Context: an optimization exercise on an open-source flow, tuned for small area. The choices shown serve that exercise and are no tape-out recipe. In this exercise RTL edits were held to simulation tests only and were not proved equivalent to the original. Power figures rest on the tool's default switching activity, not on a simulated workload. The clock port is modelled as an ideal driver; clocking choices that lean on that would not hold on a real chip.

Setup of the baseline:
## led_matrix
module led_matrix #(
    parameter integer T_GAP = 256    
) (
    input  wire        clk,
    input  wire        rst,          
    input  wire [31:0] cmd_data,
    input  wire        cmd_valid,
    output wire        cmd_ready,
    input  wire [1:0]  ra,
    output reg  [31:0] rd_data,
    output wire [7:0]  tx_data,
    output wire        tx_valid,
    input  wire        tx_ready
);
Size: ~1100 cells after synthesis.
Settings: LEC_CHECK=0, CAP_MARGIN=20, CORE_MARGIN=2, CORE_UTILIZATION=40, SLEW_MARGIN=20; clock period 10.0 ns.
run.sh (not shown) runs the stock make flow with config.mk's settings and CLKGATE_MAP_FILE= SYNTH_SCRIPT=/design/flow/synth_recipe.tcl, a recipe that flattens the netlist after the stock synthesis.
The baseline: flow completed, timing, DRC and antenna clean
diff inputs: the baseline => the candidate
- an added CTS_BUF_LIST of sky130_fd_sc_hd__clkbuf_2 sky130_fd_sc_hd__clkbuf_4 sky130_fd_sc_hd__clkbuf_8
Notes after the runs:
The baseline → the candidate: standard cell core area level, share of the core filled with cells moved up, final non-filler cell area moved up.
Buffer share of cell area essentially unchanged between the candidate and the baseline.

* * *

Setup of run 1:
led_matrix, a different RTL version from the one above (not shown whole).
For scale: ~1,000 cells after synthesis, ~15,000 um^2 of cells after synthesis.
export LEC_CHECK = 0
export CAP_MARGIN = 20
export CORE_MARGIN = 2
export CORE_UTILIZATION = 65
export SLEW_MARGIN = 20
create_clock -name core_clock -period 10.0 [get_ports {clk}]
standard.sh (not shown) runs the stock make flow with config.mk's settings and CLKGATE_MAP_FILE= SYNTH_SCRIPT=/design/flow/synth_recipe.tcl, a recipe that flattens the netlist after the stock synthesis.
==> flow/flow/run.sh <==
#!/bin/bash
# The standard layout with three changes:
#  1. after the standard synthesis, its combinational logic is re-mapped by
#     ABC with an area-oriented script (remap.tcl); every register is kept
#     as the standard synthesis made it (instance name, cell type, nets);
#  2. port buffers use the smallest buffer cell;
#  3. clock tree synthesis uses clkbuf_8 with set sink clusters and no
#     dummy loads.
# Each tool's output goes to a log file of its own in this folder.
set -euo pipefail
cd "$(dirname "$0")/.."
export BUFFER_PORTS_ARGS="-buffer_cell sky130_fd_sc_hd__buf_1"
export CTS_ARGS="-sink_clustering_enable -repair_clock_nets -dont_use_dummy_load -buf_list sky130_fd_sc_hd__clkbuf_16 -sink_clustering_size 36 -sink_clustering_max_diameter 120"

bash standard.sh synth > synth_standard.log 2>&1

RES=orfs/results/${FLOW_PLATFORM}/led_matrix/base
PDIR=${FLOW_HOME}/platforms/${FLOW_PLATFORM}
LIB=${PDIR}/lib/sky130_fd_sc_hd__tt_025C_1v80.lib
YOSYS=$(command -v yosys || echo "${FLOW_HOME}/../tools/install/yosys/bin/yosys")
mkdir -p remap
python3 flow/split_lib.py "$LIB" remap/comb.lib remap/seq.lib > remap/split_lib.log 2>&1
sed -n '/DONT_USE_CELLS/,/^$/p' "${PDIR}/config.mk" | grep -o 'sky130_fd_sc_hd__[A-Za-z0-9_]*' > remap/dont_use.txt
printf 'strash\ndc2\ndch\namap\n' > remap/area.abc
printf 'set_driving_cell sky130_fd_sc_hd__buf_1\nset_load 5\n' > remap/abc.constr
cp "$RES/1_2_yosys.v" remap/standard_synth.v
REMAP_IN=remap/standard_synth.v REMAP_OUT=remap/remapped.v \
REMAP_SEQ_LIB=remap/seq.lib REMAP_COMB_LIB=remap/comb.lib REMAP_LIB="$LIB" \
REMAP_DONT_USE="$(cat remap/dont_use.txt | tr '\n' ' ')" \
REMAP_ABC=remap/area.abc REMAP_CONSTR=remap/abc.constr \
  "$YOSYS" -c flow/remap.tcl > remap_yosys.log 2>&1
cp remap/remapped.v "$RES/1_2_yosys.v"
rm -f "$RES/1_synth.odb"

bash standard.sh > standard_flow.log 2>&1
==> flow/flow/remap.tcl <==
# Re-map the combinational logic of the standard synthesis netlist for area.
# Every register stays as the standard synthesis made it: same instance
# names, cell types and output nets. Inputs from the environment:
#   REMAP_IN, REMAP_OUT  netlists; REMAP_SEQ_LIB, REMAP_COMB_LIB  the
#   platform library split into sequential and combinational cells;
#   REMAP_LIB  the platform library; REMAP_DONT_USE  cells not to use;
#   REMAP_ABC, REMAP_CONSTR  ABC script and constraints.
yosys read_liberty -lib $::env(REMAP_SEQ_LIB)
yosys read_liberty -wb -ignore_miss_func $::env(REMAP_COMB_LIB)
yosys read_verilog -sv $::env(REMAP_IN)
yosys hierarchy -top $::env(FLOW_TOP)
yosys flatten -wb
yosys rename -hide w:*.*
yosys opt
set du {}
foreach c $::env(REMAP_DONT_USE) { lappend du -dont_use $c }
yosys abc -script $::env(REMAP_ABC) -liberty $::env(REMAP_LIB) {*}$du -constr $::env(REMAP_CONSTR) -D 10000
yosys opt_clean
yosys hilomap -singleton -hicell sky130_fd_sc_hd__conb_1 HI -locell sky130_fd_sc_hd__conb_1 LO
yosys insbuf -buf sky130_fd_sc_hd__buf_1 A X
yosys opt_clean
yosys tee -o $::env(REMAP_OUT).stat stat -liberty $::env(REMAP_LIB)
yosys select -module $::env(FLOW_TOP)
yosys write_verilog -noattr -nohex -nodec -selected $::env(REMAP_OUT)
Other scripts of this flow, unchanged in this note and not shown: flow/flow/split_lib.py
diff inputs: run 1 => run 2
==> flow/flow/run.sh <==
#!/bin/bash
# The standard layout with three changes:
#  1. after the standard synthesis, its combinational logic is re-mapped by
#     ABC for area (remap.tcl): a plain area mapping and four runs of ABC's
#     &deepsyn (60 s each, seeds 1-4) followed by the same mapping; the
#     smallest result is kept. Every register stays as the standard
#     synthesis made it (instance name, cell type, nets);
#  2. port buffers use the smallest buffer cell;
#  3. clock tree synthesis uses clkbuf_8 with set sink clusters and no
#     dummy loads.
# Each tool's output goes to a log file of its own in this folder.
set -euo pipefail
cd "$(dirname "$0")/.."
export BUFFER_PORTS_ARGS="-buffer_cell sky130_fd_sc_hd__buf_1"
export CTS_ARGS="-sink_clustering_enable -repair_clock_nets -dont_use_dummy_load -buf_list sky130_fd_sc_hd__clkbuf_8 -sink_clustering_size 20 -sink_clustering_max_diameter 80"

bash standard.sh synth > synth_standard.log 2>&1

RES=orfs/results/${FLOW_PLATFORM}/led_matrix/base
PDIR=${FLOW_HOME}/platforms/${FLOW_PLATFORM}
LIB=${PDIR}/lib/sky130_fd_sc_hd__tt_025C_1v80.lib
YOSYS=$(command -v yosys || echo "${FLOW_HOME}/../tools/install/yosys/bin/yosys")
mkdir -p remap
python3 flow/split_lib.py "$LIB" remap/comb.lib remap/seq.lib > remap/split_lib.log 2>&1
sed -n '/DONT_USE_CELLS/,/^$/p' "${PDIR}/config.mk" | grep -o 'sky130_fd_sc_hd__[A-Za-z0-9_]*' > remap/dont_use.txt
printf 'set_driving_cell sky130_fd_sc_hd__buf_1\nset_load 5\n' > remap/abc.constr
cp "$RES/1_2_yosys.v" remap/standard_synth.v

printf 'strash\ndc2\ndch\namap\n' > remap/abc0.script
for s in 1 2 3 4; do
  printf 'strash\n&get -n\n&deepsyn -T 60 -S %d\n&put\ndch\namap\n' "$s" > remap/abc$s.script
done
for s in 0 1 2 3 4; do
  REMAP_IN=remap/standard_synth.v REMAP_OUT=remap/remapped$s.v \
  REMAP_SEQ_LIB=remap/seq.lib REMAP_COMB_LIB=remap/comb.lib REMAP_LIB="$LIB" \
  REMAP_DONT_USE="$(tr '\n' ' ' < remap/dont_use.txt)" \
  REMAP_ABC=remap/abc$s.script REMAP_CONSTR=remap/abc.constr \
    "$YOSYS" -c flow/remap.tcl > remap_yosys_$s.log 2>&1 &
done
wait
best=""; best_area=""
for s in 0 1 2 3 4; do
  a=$(grep -o "Chip area for module '.led_matrix': [0-9.]*" remap/remapped$s.v.stat 2>/dev/null | awk '{print $NF}' || true)
  [[ -n "$a" ]] || continue
  if [[ -z "$best" ]] || awk -v a="$a" -v b="$best_area" 'BEGIN{exit !(a < b)}'; then
    best=$s; best_area=$a
  fi
done
echo "remap: kept run $best, area $best_area" > remap_choice.log
cp remap/remapped$best.v "$RES/1_2_yosys.v"
rm -f "$RES/1_synth.odb"

bash standard.sh > standard_flow.log 2>&1
==> run notes <==
- Run 2 ends up with lower multi-input gate count than run 1 does.
- Against run 1, reg-to-reg setup timing slack in run 2 came out better.
- [run 2] vertical die dimension fell 0.34% relative to run 1
- Going from run 1 to run 2, via count dropped 2.7%, initial standard-cell utilization of the core rose by 0.93 points, highest net fanout along the worst path lost 5, count of plain and timing-repair buffers moved down, maximum clock rate decreased by 5.9 MHz relative to the old numbers.
### run 2 -> run 3
==> flow/flow/run.sh <==
#!/bin/bash
# The standard layout with three changes:
#  1. after the standard synthesis, its combinational logic is re-mapped by
#     ABC with an area-oriented script (remap.tcl); every register is kept
#     as the standard synthesis made it (instance name, cell type, nets);
#  2. port buffers use the smallest buffer cell;
#  3. clock tree synthesis uses clkbuf_8 with set sink clusters and no
#     dummy loads.
# Each tool's output goes to a log file of its own in this folder.
set -euo pipefail
cd "$(dirname "$0")/.."
export BUFFER_PORTS_ARGS="-buffer_cell sky130_fd_sc_hd__buf_1"
export CTS_ARGS="-sink_clustering_enable -repair_clock_nets -dont_use_dummy_load -buf_list sky130_fd_sc_hd__clkbuf_8 -sink_clustering_size 20 -sink_clustering_max_diameter 50"

bash standard.sh synth > synth_standard.log 2>&1

RES=orfs/results/${FLOW_PLATFORM}/led_matrix/base
PDIR=${FLOW_HOME}/platforms/${FLOW_PLATFORM}
LIB=${PDIR}/lib/sky130_fd_sc_hd__tt_025C_1v80.lib
YOSYS=$(command -v yosys || echo "${FLOW_HOME}/../tools/install/yosys/bin/yosys")
mkdir -p remap
python3 flow/split_lib.py "$LIB" remap/comb.lib remap/seq.lib > remap/split_lib.log 2>&1
sed -n '/DONT_USE_CELLS/,/^$/p' "${PDIR}/config.mk" | grep -o 'sky130_fd_sc_hd__[A-Za-z0-9_]*' > remap/dont_use.txt
printf 'strash\ndc2\ndch\namap\n' > remap/area.abc
printf 'set_driving_cell sky130_fd_sc_hd__buf_1\nset_load 5\n' > remap/abc.constr
cp "$RES/1_2_yosys.v" remap/standard_synth.v
REMAP_IN=remap/standard_synth.v REMAP_OUT=remap/remapped.v \
REMAP_SEQ_LIB=remap/seq.lib REMAP_COMB_LIB=remap/comb.lib REMAP_LIB="$LIB" \
REMAP_DONT_USE="$(cat remap/dont_use.txt | tr '\n' ' ')" \
REMAP_ABC=remap/area.abc REMAP_CONSTR=remap/abc.constr \
  "$YOSYS" -c flow/remap.tcl > remap_yosys.log 2>&1
cp remap/remapped.v "$RES/1_2_yosys.v"
rm -f "$RES/1_synth.odb"

bash standard.sh > standard_flow.log 2>&1
--- a/flow/flow/remap.tcl
+++ b/flow/flow/remap.tcl
@@ -19,3 +19,2 @@
 yosys hilomap -singleton -hicell sky130_fd_sc_hd__conb_1 HI -locell sky130_fd_sc_hd__conb_1 LO
-yosys insbuf -buf sky130_fd_sc_hd__buf_1 A X
 yosys opt_clean
==> comparison <==
Final net count, run 3 vs run 2: up by a few percent
Going from run 2 to run 3, total power now larger, aggregate global-route resource usage now larger.
In run 3 the area added between synthesis and finish turned out 0.63 points higher than in run 2.
[run 3] register share of total power fell 0.9 points relative to run 2
Run 3 against run 2: worst relative slew slack decreased by 4.2 points relative to the old numbers, cell area increased by about 1.1% relative to the old numbers.
The inputs of run 4 differ from those of run 3 as listed below.
- CAP_MARGIN: 20 -> 0
- SLEW_MARGIN: 20 -> 0
--- a/flow/flow/run.sh
+++ b/flow/flow/run.sh
@@ -12,3 +12,3 @@
 export BUFFER_PORTS_ARGS="-buffer_cell sky130_fd_sc_hd__buf_1"
-export CTS_ARGS="-sink_clustering_enable -repair_clock_nets -dont_use_dummy_load -buf_list sky130_fd_sc_hd__clkbuf_8 -sink_clustering_size 20 -sink_clustering_max_diameter 50"
+export CTS_ARGS="-sink_clustering_enable -repair_clock_nets -dont_use_dummy_load -buf_list sky130_fd_sc_hd__clkbuf_8 -sink_clustering_size 20 -sink_clustering_max_diameter 80"
 
--- a/flow/flow/remap.tcl
+++ b/flow/flow/remap.tcl
@@ -19,2 +19,3 @@
 yosys hilomap -singleton -hicell sky130_fd_sc_hd__conb_1 HI -locell sky130_fd_sc_hd__conb_1 LO
+yosys insbuf -buf sky130_fd_sc_hd__buf_1 A X
 yosys opt_clean
## What came out
Run 4 finished end to end and its layout was clean on timing, DRC and antenna. In run 4, total via count after detailed routing is higher than in run 3. In run 4 the post-layout worst setup margin turned out 0.044 ns lower than in run 3. Run 4 against run 3: number of cells traversed by the worst hold path about even; part of the cycle the worst path needs rose 0.44 points; count of clock-net buffers in the final layout fell 3; depth of the worst register-to-register path rose 4; synthesized instance count rose 8. [compare] base=run 3 new=run 4: met3 usage in global routing about even, synthesis-to-finish area growth down 0.50 points.

-- static timing again, ports no longer ideal --
No port has a modelled driver above. Below, the same layouts with a new extraction and two added sets of constraints.
Step 1, drivers: a clkbuf_16 drives clk and a buf_2 each remaining input, both assumed.
Step 2 moves the port delays by t, midway between the first and last clock arrival at a register: inputs arrive t later, outputs are due t later. That takes back most of the time a late clock gives input paths.
Three values: ideal, step 1, step 2; two values: the first two.
| run | t, ns | slack for setup (ns) | slew at the worst register clock pin (ns) | worst slew at a driven data input, ns |
|---|---|---|---|---|
| the baseline | 0.649 | 3.653 / 3.630 / 3.630 | 0.06 / 0.06 | 0.05 |
| the candidate | 0.675 | 3.661 / 3.638 / 3.638 | 0.07 / 0.07 | 0.04 |
| run 1 | 0.589 | 4.722 / 4.702 / 4.702 | 0.12 / 0.12 | 0.05 |
| run 2 | 0.591 | 4.553 / 4.522 / 4.522 | 0.11 / 0.11 | 0.05 |
| run 3 | 0.571 | 4.762 / 4.738 / 4.738 | 0.11 / 0.11 | 0.08 |
| run 4 | 0.576 | 4.718 / 4.697 / 4.697 | 0.12 / 0.12 | 0.05 |
After both steps every run listed still meets setup and hold. For run 2, which loses most, drivers alone change the setup slack by -0.031 ns; drivers and shift together by -0.031 ns.
